From an optimization exercise on the open Yosys and OpenROAD flow, aimed at small area and few clock cycles; shortcuts taken in it are not production practice. Function was checked by simulation only, so behaviour that the tests miss may differ from the original. No activity file was given, so power comes from the tool's default toggle rates.

== before ==
## snpe
module snpe (
    input  wire        clk,
    input  wire        rst,
    input  wire        cmd_valid,
    output wire        cmd_ready,
    input  wire [7:0]  cmd_data,
    input  wire        cmd_last,
    output wire        rsp_valid,
    input  wire        rsp_ready,
    output wire [7:0]  rsp_data,
    output wire        rsp_last,
    input  wire [31:0] now,
    input  wire [15:0] rnd
);
    localparam N_SLOTS = 5;
    localparam [15:0] CK_INIT = 16'h1021;
    localparam [3:0] C_RESET = 4'd0,  C_INIT = 4'd1,  C_BYTE = 4'd2,  C_READ = 4'd3,
                     C_GEN   = 4'd4,  C_CHK  = 4'd5,  C_REQ  = 4'd6,  C_CCHK = 4'd7,
                     C_RD    = 4'd8,  C_CNT  = 4'd9,  C_ILL  = 4'd10, C_GENB = 4'd11,
                     C_CHKB  = 4'd12;
    localparam [3:0] K_OK1  = 4'd0,  K_EOP  = 4'd1,  K_EFMT = 4'd2,  K_ELEN = 4'd3,
  ...
clock: 10.0 ns
lec_check: 0
cap_margin: 20
core_margin: 2
core_utilization: 60
slew_margin: 20
standard.sh (not shown) runs the stock make flow with config.mk's settings and CLKGATE_MAP_FILE= SYNTH_SCRIPT=/design/flow/synth_recipe.tcl, a recipe that flattens the netlist after the stock synthesis.
==> flow/flow/run.sh <==
#!/bin/bash
# Layout: the standard flow (standard.sh, unchanged synthesis), with two
# changes to how the layout is made:
#  - each port gets a small buffer (buf_2) rather than the one buffer_ports
#    picks by default (a 10 um2 delay buffer);
#  - clock tree synthesis clusters up to 16 sinks per clkbuf_8 and does not
#    add dummy loads for balancing.
# Each tool's full output is in orfs/logs/... (per ORFS step) and standard.log.
set -euo pipefail
export BUFFER_PORTS_ARGS="-buffer_cell sky130_fd_sc_hd__buf_2"
export CTS_ARGS="-sink_clustering_enable -repair_clock_nets -buf_list sky130_fd_sc_hd__clkbuf_8 -sink_clustering_size 16 -sink_clustering_max_diameter 60 -dont_use_dummy_load"
bash standard.sh > standard.log 2>&1
Testbench counts of before, summed over its fixed seeds: cycles 39,979.
> inputs changed (before -> after)
--- a/flow/design.v
+++ b/flow/design.v
@@ -11,23 +11,23 @@
     output wire        rsp_last,
     input  wire [31:0] now,
     input  wire [15:0] rnd
 );
     localparam N_SLOTS = 5;
     localparam [15:0] CK_INIT = 16'h1021;
     localparam [3:0] C_RESET = 4'd0,  C_INIT = 4'd1,  C_BYTE = 4'd2,  C_READ = 4'd3,
                      C_GEN   = 4'd4,  C_CHK  = 4'd5,  C_REQ  = 4'd6,  C_CCHK = 4'd7,
                      C_RD    = 4'd8,  C_CNT  = 4'd9,  C_ILL  = 4'd10, C_GENB = 4'd11,
                      C_CHKB  = 4'd12;
     localparam [3:0] K_OK1  = 4'd0,  K_EOP  = 4'd1,  K_EFMT = 4'd2,  K_ELEN = 4'd3,
-                     K_CRC  = 4'd4,  K_REQH = 4'd5,  K_REQN = 4'd6,  K_CRCK = 4'd7,
+                     K_CRC  = 4'd4,  K_REQH = 4'd5,  K_REQN = 4'd6,  K_CKS  = 4'd7,
                      K_EFUL = 4'd8,  K_EMIS = 4'd9,  K_CHKH = 4'd10, K_RD   = 4'd11,
                      K_CNT  = 4'd12, K_EIDX = 4'd13, K_REQU = 4'd14, K_CHKU = 4'd15;
     function [15:0] ck_step(input [15:0] a, input [7:0] b);
         ck_step = {a[14:0], a[15]} ^ {8'h00, b};
     endfunction
     reg [15:0] acc;
     reg [N_SLOTS-1:0] pv;
     reg [15:0] pchal [0:N_SLOTS-1];
     reg [15:0] piss  [0:N_SLOTS-1];
     reg [31:0] pt    [0:N_SLOTS-1];
     reg [N_SLOTS-1:0] zh;      
@@ -156,58 +156,59 @@
             8'h30: op_cls = C_REQ;
             8'h31: op_cls = C_CCHK;
             8'h32: op_cls = C_RD;
             8'h33: op_cls = C_CNT;
             default: op_cls = C_ILL;
         endcase
     end
     wire [3:0]  c      = first ? op_cls : cls;
     wire        byte_op = !pl && (c == C_BYTE);
     wire [15:0] src     = pl ? tacc : (byte_op ? acc : CK_INIT);
     wire [15:0] step    = ck_step(src, d);
+    wire        k_eq    = (step == {kh, kl});
     wire        big_n   = (|d[7:5]) || (&d[4:1]);             
     reg [3:0]  kind;
     reg        wr_slot, acc_init, acc_step, clr_slots;
     reg [2:0]  kidx;
     always @(*) begin
         kind = K_EFMT;
         wr_slot = 1'b0; acc_init = 1'b0; acc_step = 1'b0; clr_slots = 1'b0;
         kidx = 3'd0;
         if (pl) begin
             if (cnt == 9'd1) begin
                 if (cls == C_GENB || cls == C_CHKB) begin
                     kind = K_ELEN;
                 end else begin
                     acc_step = 1'b1;
-                    kind = (cls == C_CHK) ? K_CRCK : K_CRC;
+                    kind = (cls == C_CHK && !k_eq) ? K_CKS : K_CRC;
                 end
             end
         end else begin
             case (c)
                 C_RESET: if (cnt == P0) begin kind = K_OK1; acc_init = 1'b1; clr_slots = 1'b1; end
                 C_INIT:  if (cnt == P0) begin kind = K_OK1; acc_init = 1'b1; end
                 C_READ:  if (cnt == P0) kind = K_CRC;
                 C_CNT:   if (cnt == P0) kind = K_CNT;
                 C_BYTE:  if (cnt == P1) begin kind = K_OK1; acc_step = 1'b1; end
                 C_RD:    if (cnt == P1) begin
                              kind = (!(|d[7:3]) && !(d[2] && |d[1:0])) ? K_RD : K_EIDX;    
                              kidx = d[2:0];
                          end
                 C_REQ:   if (cnt == P2) begin
                              kind = K_REQU; kidx = free_idx; wr_slot = |free_l;
                          end
                 C_CCHK:  if (cnt == P2) kind = K_CHKU;
                 C_GEN:   if (cnt == P1 && d == 8'd0) begin kind = K_CRC; acc_step = 1'b1; end
                 C_CHK:   if (cnt == P3 && d == 8'd0) begin
                              acc_step = 1'b1;
-                             kind = K_CRCK;
+                             kind = k_eq ? K_CRC : K_CKS;
                          end
                 C_ILL:   kind = K_EOP;
                 default: ;
             endcase
         end
     end
     wire done = cmd_fire && cmd_last;
     always @(posedge clk) begin
         if (rst) begin
             rsp <= 1'b0;
             pl  <= 1'b0;
@@ -286,23 +287,23 @@
             pchal[0] <= {kh, kl};
             piss[0]  <= rnd;
             pt[0]    <= now;
         end else begin
             pchal[0] <= pchal[N_SLOTS-1];
             piss[0]  <= piss[N_SLOTS-1];
             pt[0]    <= pt[N_SLOTS-1];
         end
     end
     function [3:0] rlen_m1(input [3:0] kd);
         case (kd)
-            K_CRC, K_CRCK:  rlen_m1 = 4'd2;
+            K_CRC, K_CKS:   rlen_m1 = 4'd2;
             K_REQH, K_REQN, K_REQU: rlen_m1 = 4'd4;
             K_CHKH, K_CNT, K_CHKU:  rlen_m1 = 4'd1;
             K_RD:           rlen_m1 = 4'd10;
             default:        rlen_m1 = 4'd0;
         endcase
     endfunction
     wire [3:0] r = cnt[3:0];
     assign undecided = rsp && (cls == K_REQU || cls == K_CHKU);
     assign rsp_last = (r == 4'd0) || (undecided && !hit && !(cls == K_REQU && pend));
     function       sbyte(input [3:0] kd, input [3:0] rr);
         sbyte = (kd == K_RD && rr <= 4'd7) || (kd == K_REQH && (rr == 4'd2 || rr == 4'd1));
@@ -334,25 +335,25 @@
             sbok <= 1'b1;
         end
     end
     assign rsp_valid = rsp && (!r_sb || sbok);
     reg [7:0] rdata;
     assign rsp_data = rdata;
     always @(*) begin
         rdata = 8'h00;
         case (cls)
             K_EOP, K_EFMT, K_ELEN, K_EFUL, K_EMIS, K_EIDX:
                 rdata = {4'd0, cls};
-            K_CRC, K_CRCK:
+            K_CRC, K_CKS:
                 case (r)
-                    4'd2:    rdata = (cls == K_CRCK && acc != {kh, kl}) ? 8'h07 : 8'h00;
+                    4'd2:    rdata = (cls == K_CKS) ? 8'h07 : 8'h00;
                     4'd1:    rdata = acc[15:8];
                     default: rdata = acc[7:0];
                 endcase
             K_REQH:
                 case (r)
                     4'd2, 4'd1: rdata = sb;
                     4'd0:    rdata = {5'd0, sidx};
                     default: rdata = 8'h00;
                 endcase
             K_REQN:
                 case (r)
- before has a lower total power divided by cell area than after.
- Wire length of the first global-routing pass, after vs before: up by more than 10%
- Per the comparison of after with before, utilization climbed 0.60 points, number of multi-input combinational cells now sits higher.
- after: area growth from synthesis to layout higher than before
- Compare before and after | average detailed-routed wire length per instance lower: before
- Comparing internal reg-to-reg setup slack for before and after, the smaller number came from after.
- For the clock period minus worst slack, after came in 0.14 ns higher than before did.
- Diff before -> after: part of the power in the clock network lost 0.5 points, sum of internal, switching and leakage power rose by about 5%, minimum setup slack in the final design lost 0.14 ns, share of the clock period used by the worst path shows an increase of 1.4 points, final standard cell count with taps included and fillers excluded now sits higher.
- | die area | lower: before |
Testbench counts of after, summed over its fixed seeds: cycles 39,979.

[afterwards: timing with drivers on the ports]
In the flow no input, the clock included, has a driving cell. The finished layouts below were timed again as built, in two steps. Step 1, drivers: a clkbuf_16 drives clk and a buf_2 each remaining input, both assumed. Step 2 adds t to the input delays and takes it off the output delays; t is the mean of the earliest and latest rising clock arrival at the registers after step 1. Input paths then give back, and output paths get back, about the clock's delay inside the block. Three values: ideal, step 1, step 2; two values: the first two.
run	t, ns	setup slack, ns	worst setup path after step 2
before	0.573	0.274 / 0.223 / 0.223	input to output
after	0.567	0.136 / 0.082 / 0.082	input to output
After both steps every run listed still meets setup and hold. For after, which loses most, drivers alone change the setup slack by -0.054 ns; drivers and shift together by -0.054 ns.
